Source: an optimization exercise on an open RTL-to-GDS flow (aim: small area). Production flows keep margins and buffers that such runs may drop.
Only simulation tests tie the RTL to the original design; equivalence was not proved.
The flow treats the clock pin as an ideal source, which a real chip does not have.
Power is estimated from default activity; no workload was simulated.

==> module gbn_sender, before the edit <==
module gbn_sender (
    input  wire         clk,
    input  wire         rst,
    input  wire         start,
    output wire         src_next,
    input  wire         src_rsp,
    input  wire         src_exh,
    input  wire         src_last,
    input  wire [7:0]   src_len,
    input  wire [239:0] src_data,
    output wire         src_seek,
    output wire [11:0]  src_seek_idx,
    output wire         tx_valid,
    output wire [263:0] tx_frame,
    input  wire         tx_ready,
    input  wire         tx_err,
    output wire         rx_req,
    input  wire         rx_rsp,
    input  wire         rx_err,
    input  wire         rx_timeout,
    input  wire         rx_short,
    input  wire [23:0]  rx_hdr,
    output wire         ev_valid,
    output wire         ev_kind,
    output wire [2:0]   ev_seq,
    output wire         done,
    output wire         fault,
    output wire [3:0]   cause
);
    localparam [4:0] S_IDLE  = 5'b0_0000,
                     S_TOP   = 5'b0_0001,   
                     S_RWD   = 5'b0_0010,   
                     S_RSND  = 5'b0_0011,   
                     S_REQN  = 5'b0_0100,   
                     S_REQO  = 5'b0_0101,   
                     S_WAIT  = 5'b0_0110,   
                     S_EV    = 5'b0_0111,   
                     S_TXN   = 5'b0_1000,   
                     S_TXO   = 5'b0_1001,   
                     S_RSY   = 5'b0_1010,   
                     S_DONE  = 5'b0_1011,
                     S_SKT   = 5'b0_1100;   
    localparam [4:0] F_SHORT    = 5'b1_0001, F_FIELD     = 5'b1_0010,
                     F_SRC_ZERO = 5'b1_0011, F_CH_SEND   = 5'b1_0100,
                     F_CH_RECV  = 5'b1_0101, F_UNDERFLOW = 5'b1_0110,
                     F_OVERFLOW = 5'b1_0111, F_SRC_PROTO = 5'b1_1000;
    reg  [4:0]   state;
    reg  [2:0]   ns;          
    reg  [2:0]   outs;        
    reg  [11:0]  sent;        
    reg  [2:0]   k;           
    reg          do_nothing, resend, send_eot, src_done;
    reg  [239:0] pay;
    reg  [4:0]   len;
    wire outs_zero = (outs == 3'd0);
    wire in_tx = (state == S_TXN) || (state == S_TXO);
    assign src_next     = (state == S_REQN) || (state == S_REQO);
    assign src_seek     = (state == S_RSND) || (state == S_SKT);
    assign src_seek_idx = sent;
    assign tx_valid     = in_tx;
    wire [2:0] tx_seq   = ns;
    assign tx_frame     = {pay, 3'd0, len, 5'd0, tx_seq, 6'd0, send_eot, 1'b1};
    assign rx_req       = (state == S_WAIT);
    assign ev_valid     = (state == S_EV);
    assign ev_kind      = send_eot;
    assign ev_seq       = k;
    assign done         = (state == S_DONE);
    assign fault        = state[4];
    assign cause        = state[3:0] & {4{state[4]}};
    wire load_d = src_next;
    wire hold   = in_tx;
    genvar g;
    generate
        for (g = 0; g < 30; g = g + 1) begin : g_pay
            wire m = load_d && (src_len[4:0] > g);
            always @(posedge clk)
                pay[8*g +: 8] <= (src_data[8*g +: 8] & {8{m}}) | (pay[8*g +: 8] & {8{hold}});
        end
    endgenerate
    always @(posedge clk)
        len <= (src_len[4:0] & {5{load_d}}) | (len & {5{hold}});
    wire [2:0] rx_seq  = rx_hdr[10:8];
    wire rx_illegal = (rx_hdr[7:2] != 6'd0) || (rx_hdr[15:11] != 5'd0) ||
                      (rx_hdr[23:16] > 8'd30);
    wire [1:0] rx_kind = rx_hdr[1:0];
    wire [2:0] left    = ns + ~k;             
    wire found         = (left < outs);
    wire late          = src_done && (outs < 3'd6) && (sent[2:0] == k);
    wire acked_zero    = (sent[11:3] == 9'd0) && (sent[2:0] == outs);
    always @(posedge clk) begin
        if (rst) begin
            state      <= S_IDLE;
            ns         <= 3'd0;
            outs       <= 3'd0;
            sent       <= 12'd0;
            do_nothing <= 1'b0;
            resend     <= 1'b0;
            send_eot   <= 1'b0;
            src_done   <= 1'b0;
        end else begin
            case (state)
                S_IDLE:
                    if (start)
                        state <= S_TOP;
                S_TOP:
                    if (send_eot)
                        state <= S_TXN;
                    else if (!do_nothing && !src_done && (outs != 3'd7))
                        state <= S_REQN;
                    else if (resend) begin
                        k     <= 3'd0;
                        state <= S_RWD;
                    end else
                        state <= S_WAIT;
                S_RWD:
                    if (k != outs) begin
                        sent <= sent - 12'd1;
                        ns   <= ns - 3'd1;
                        k    <= k + 3'd1;
                    end else begin
                        k     <= 3'd0;
                        state <= S_RSND;
                    end
                S_RSND:
                    if (k != outs)
                        state <= S_REQO;
                    else begin
                        resend <= 1'b0;
                        state  <= S_WAIT;
                    end
                S_REQN, S_REQO:
                    if (src_rsp) begin
                        if (src_exh) begin
                            if (state == S_REQN) begin
                                src_done <= 1'b1;
                                state    <= S_TOP;
                            end else
                                state    <= F_SRC_PROTO;
                        end else if (src_len == 8'd0)
                            state <= F_SRC_ZERO;
                        else if (src_len > 8'd30)
                            state <= F_SRC_PROTO;
                        else if ((state == S_REQN) && (sent == 12'hFFF))
                            state <= F_OVERFLOW;
                        else if (state == S_REQN) begin
                            src_done <= src_last;
                            state    <= S_TXN;
                        end else
                            state    <= S_TXO;
                    end
                S_TXN, S_TXO:
                    if (tx_ready) begin
                        if (tx_err)
                            state <= F_CH_SEND;
                        else if (send_eot)
                            state <= S_WAIT;
                        else begin
                            sent <= sent + 12'd1;
                            if (state == S_TXN) begin
                                outs  <= outs + 3'd1;
                                ns    <= ns + 3'd1;
                                state <= S_TOP;
                            end else begin
                                ns    <= ns + 3'd1;
                                k     <= k + 3'd1;
                                state <= S_RSND;
                            end
                        end
                    end
                S_WAIT:
                    if (rx_rsp) begin
                        k <= rx_seq;
                        if (rx_err)
                            state <= F_CH_RECV;
                        else if (rx_timeout) begin
                            if (!send_eot) begin
                                if (!outs_zero && !do_nothing)
                                    resend <= 1'b1;
                                if (outs_zero) begin
                                    do_nothing <= 1'b0;
                                    if (src_done)
                                        send_eot <= 1'b1;
                                end
                            end
                            state <= S_TOP;
                        end else if (rx_short)
                            state <= F_SHORT;
                        else if (rx_illegal)
                            state <= F_FIELD;
                        else if (send_eot) begin
                            if (rx_kind == 2'd2)
                                state <= S_EV;
                            else if (acked_zero)
                                state <= F_UNDERFLOW;
                            else begin
                                send_eot <= 1'b0;
                                state    <= S_RSY;
                            end
                        end else if ((rx_kind == 2'd0) && !do_nothing)
                            state <= S_EV;
                        else
                            state <= S_TOP;
                    end
                S_EV:
                    if (send_eot)
                        state <= S_DONE;
                    else if (found) begin
                        outs  <= left;
                        state <= S_TOP;
                    end else if (late) begin
                        outs  <= 3'd0;
                        state <= S_TOP;
                    end else if (acked_zero)
                        state <= F_UNDERFLOW;
                    else
                        state <= S_RSY;
                S_RSY: begin
                    sent <= sent - 12'd1;
                    if (!outs_zero)
                        outs <= outs - 3'd1;
                    else
                        state <= S_SKT;
                end
                S_SKT: begin
                    ns         <= k;
                    src_done   <= 1'b0;
                    do_nothing <= 1'b1;
                    state      <= S_TOP;
                end
                default: ;
            endcase
        end
    end
endmodule
export LEC_CHECK = 0
export CAP_MARGIN = 20
export CORE_MARGIN = 2
export CORE_UTILIZATION = 30
export PLACE_DENSITY = 0.5
export SLEW_MARGIN = 20
create_clock -name core_clock -period 10.0 [get_ports {clk}]
standard.sh (not shown) runs the stock make flow with config.mk's settings and CLKGATE_MAP_FILE= SYNTH_SCRIPT=/design/flow/synth_recipe.tcl, a recipe that flattens the netlist after the stock synthesis.
==> flow/flow/run.sh <==
#!/bin/bash
# Standard ORFS layout with three changes:
#  - after the standard synthesis, its combinational gates are re-mapped by
#    ABC for area (flow/resyn.tcl); registers keep their names and cells;
#  - the port buffers use the smallest buffer cell (every input and output
#    port still gets its own buffer);
#  - clock tree: several sink-clustering settings are tried on the placed
#    design (flow/cts_try.tcl) and the one with the least clock buffer area
#    whose clock-pin slew stays well under the limit is used, without dummy
#    loads.
set -euo pipefail
HERE=$(pwd)
R=$HERE/orfs/results/$FLOW_PLATFORM/gbn_sender/base
L=$HERE/orfs/logs/$FLOW_PLATFORM/gbn_sender/base
OPENROAD=$FLOW_HOME/../tools/install/OpenROAD/bin/openroad
[[ -x $OPENROAD ]] || OPENROAD=openroad
YOSYS=$FLOW_HOME/../tools/install/yosys/bin/yosys
[[ -x $YOSYS ]] || YOSYS=yosys

# 1. standard synthesis, then area re-mapping of its gates
bash standard.sh synth > synth_flow.log 2>&1
cp $R/1_2_yosys.v $HERE/standard_synth.v
export LIB_FILE=$FLOW_HOME/platforms/sky130hd/lib/sky130_fd_sc_hd__tt_025C_1v80.lib
export DONT_USE_CELLS="$(grep -o 'dont_use [A-Za-z0-9_]*' $L/1_2_yosys.log | awk '{print $2}' | sort -u | tr '\n' ' ')"
export RESYN_NETLIST=$HERE/standard_synth.v
export RESYN_OUT=$HERE/resyn.v
export RESYN_LOG_DIR=$HERE
export RESYN_T=60
# registers (every flip-flop cell type in the netlist) and tie cells stay as they are
export RESYN_KEEP="$(grep -o 'sky130_fd_sc_hd__[a-z0-9]*_[0-9]*' standard_synth.v | sort -u | grep -E '__(dfx|dfr|dfs|dfb|edf|sdf|dlx|dlr|conb)' | tr '\n' ' ')"
$YOSYS -c flow/resyn.tcl > resyn_yosys.log 2>&1
cp $RESYN_OUT $R/1_2_yosys.v
rm -f $R/1_synth.odb $R/1_synth.sdc

# 2. floorplan and placement, port buffers of the smallest buffer cell
export BUFFER_PORTS_ARGS="-buffer_cell sky130_fd_sc_hd__buf_1"
bash standard.sh place > place_flow.log 2>&1

# 3. pick the clock tree setting
C4=sky130_fd_sc_hd__clkbuf_4; C8=sky130_fd_sc_hd__clkbuf_8; C16=sky130_fd_sc_hd__clkbuf_16
TRIES=(
  "$C4 8 40" "$C4 8 50" "$C4 8 60" "$C4 10 40" "$C4 10 50" "$C4 10 60" "$C4 12 50" "$C4 15 60"
  "$C8 16 50" "$C8 16 60" "$C8 20 50" "$C8 20 60" "$C8 20 80" "$C8 25 70"
  "$C16 30 70" "$C16 30 80"
)
export TRY_ODB=$R/3_place.odb TRY_SDC=$R/3_place.sdc
: > cts_try.log
i=0
for t in "${TRIES[@]}"; do
  set -- $t
  (
    export TRY_ARGS="-sink_clustering_enable -repair_clock_nets -dont_use_dummy_load -buf_list $1 -sink_clustering_size $2 -sink_clustering_max_diameter $3"
    r=$($OPENROAD -no_init -exit flow/cts_try.tcl > cts_try_$i.log 2>&1; grep TRY_RESULT cts_try_$i.log || true)
    echo "$t $r" >> cts_try.log
  ) &
  i=$((i+1))
  if (( i % ${NUM_CORES:-4} == 0 )); then wait; fi
done
wait
BEST=$(awk '$4=="TRY_RESULT" && $6+0 < 0.100 {print $5, $1, $2, $3}' cts_try.log | sort -g | head -1)
if [[ -n "$BEST" ]]; then
  set -- $BEST
  CTS_PICK="-buf_list $2 -sink_clustering_size $3 -sink_clustering_max_diameter $4"
else
  CTS_PICK="-buf_list $C8 -sink_clustering_size 20 -sink_clustering_max_diameter 40"
fi
echo "picked: $CTS_PICK" >> cts_try.log
export CTS_ARGS="-sink_clustering_enable -repair_clock_nets -dont_use_dummy_load $CTS_PICK"

# 4. the rest of the standard flow
bash standard.sh > standard_flow.log 2>&1
Other scripts of this flow, unchanged in this note and not shown: flow/flow/cts_try.tcl, flow/flow/resyn.tcl
The first run produced a clean layout.
Rerun with:
--- a/flow/design.v
+++ b/flow/design.v
@@ -36,12 +36,11 @@
                      S_WAIT  = 5'b0_0110,   
                      S_EV    = 5'b0_0111,   
                      S_TXN   = 5'b0_1000,   
                      S_TXO   = 5'b0_1001,   
                      S_RSY   = 5'b0_1010,   
-                     S_DONE  = 5'b0_1011,
-                     S_SKT   = 5'b0_1100;   
+                     S_DONE  = 5'b0_1011;
     localparam [4:0] F_SHORT    = 5'b1_0001, F_FIELD     = 5'b1_0010,
                      F_SRC_ZERO = 5'b1_0011, F_CH_SEND   = 5'b1_0100,
                      F_CH_RECV  = 5'b1_0101, F_UNDERFLOW = 5'b1_0110,
                      F_OVERFLOW = 5'b1_0111, F_SRC_PROTO = 5'b1_1000;
     reg  [4:0]   state;
@@ -53,14 +52,14 @@
     reg  [239:0] pay;
     reg  [4:0]   len;
     wire outs_zero = (outs == 3'd0);
     wire in_tx = (state == S_TXN) || (state == S_TXO);
     assign src_next     = (state == S_REQN) || (state == S_REQO);
-    assign src_seek     = (state == S_RSND) || (state == S_SKT);
+    assign src_seek     = (state == S_RSND) || ((state == S_RSY) && outs_zero);
     assign src_seek_idx = sent;
     assign tx_valid     = in_tx;
-    wire [2:0] tx_seq   = ns;
+    wire [2:0] tx_seq   = ns - (k & {3{state == S_TXO}});
     assign tx_frame     = {pay, 3'd0, len, 5'd0, tx_seq, 6'd0, send_eot, 1'b1};
     assign rx_req       = (state == S_WAIT);
     assign ev_valid     = (state == S_EV);
     assign ev_kind      = send_eot;
     assign ev_seq       = k;
@@ -113,18 +112,15 @@
                     end else
                         state <= S_WAIT;
                 S_RWD:
                     if (k != outs) begin
                         sent <= sent - 12'd1;
-                        ns   <= ns - 3'd1;
                         k    <= k + 3'd1;
-                    end else begin
-                        k     <= 3'd0;
+                    end else
                         state <= S_RSND;
-                    end
                 S_RSND:
-                    if (k != outs)
+                    if (k != 3'd0)
                         state <= S_REQO;
                     else begin
                         resend <= 1'b0;
                         state  <= S_WAIT;
                     end
@@ -159,12 +155,11 @@
                             if (state == S_TXN) begin
                                 outs  <= outs + 3'd1;
                                 ns    <= ns + 3'd1;
                                 state <= S_TOP;
                             end else begin
-                                ns    <= ns + 3'd1;
-                                k     <= k + 3'd1;
+                                k     <= k - 3'd1;
                                 state <= S_RSND;
                             end
                         end
                     end
                 S_WAIT:
@@ -192,10 +187,11 @@
                                 state <= S_EV;
                             else if (acked_zero)
                                 state <= F_UNDERFLOW;
                             else begin
                                 send_eot <= 1'b0;
+                                sent     <= sent - 12'd1;
                                 state    <= S_RSY;
                             end
                         end else if ((rx_kind == 2'd0) && !do_nothing)
                             state <= S_EV;
                         else
@@ -210,25 +206,24 @@
                     end else if (late) begin
                         outs  <= 3'd0;
                         state <= S_TOP;
                     end else if (acked_zero)
                         state <= F_UNDERFLOW;
-                    else
+                    else begin
+                        sent  <= sent - 12'd1;
                         state <= S_RSY;
-                S_RSY: begin
-                    sent <= sent - 12'd1;
-                    if (!outs_zero)
+                    end
+                S_RSY:
+                    if (!outs_zero) begin
+                        sent <= sent - 12'd1;
                         outs <= outs - 3'd1;
-                    else
-                        state <= S_SKT;
-                end
-                S_SKT: begin
-                    ns         <= k;
-                    src_done   <= 1'b0;
-                    do_nothing <= 1'b1;
-                    state      <= S_TOP;
-                end
+                    end else begin
+                        ns         <= k;
+                        src_done   <= 1'b0;
+                        do_nothing <= 1'b1;
+                        state      <= S_TOP;
+                    end
                 default: ;
             endcase
         end
     end
 endmodule
After rerunning: Design area rises slightly; die area increases slightly; clock-buffer cell count is unchanged; clock skew shrinks by 0.050 ns; power shrinks by roughly a tenth; via count stays flat; critical path depth stays the same.

-- port drivers added, routing unchanged --
The results above use ideal ports. As a check the final layouts listed here were re-extracted and re-timed, cells and wires unchanged.
Step 1 assumes that a clkbuf_16 drives the clock port and a buf_2 every other input.
Step 2, shift: input delay + t, output delay - t, t = (earliest + latest rising clock arrival at the registers) / 2. This alone moves slack from input paths to output paths.
a / b / c = no drivers / after step 1 / after step 2; a / b = the first two.
run | shift t [ns] | setup slack, ns | worst setup path after step 2 | latest minus earliest clock arrival (ns)
the first run | 0.684 | 5.429 / 5.383 / 5.633 | input to register | 0.084 / 0.084
the second run | 0.671 | 4.929 / 4.882 / 4.939 | input to register | 0.048 / 0.047
After both steps every run listed still meets setup and hold.
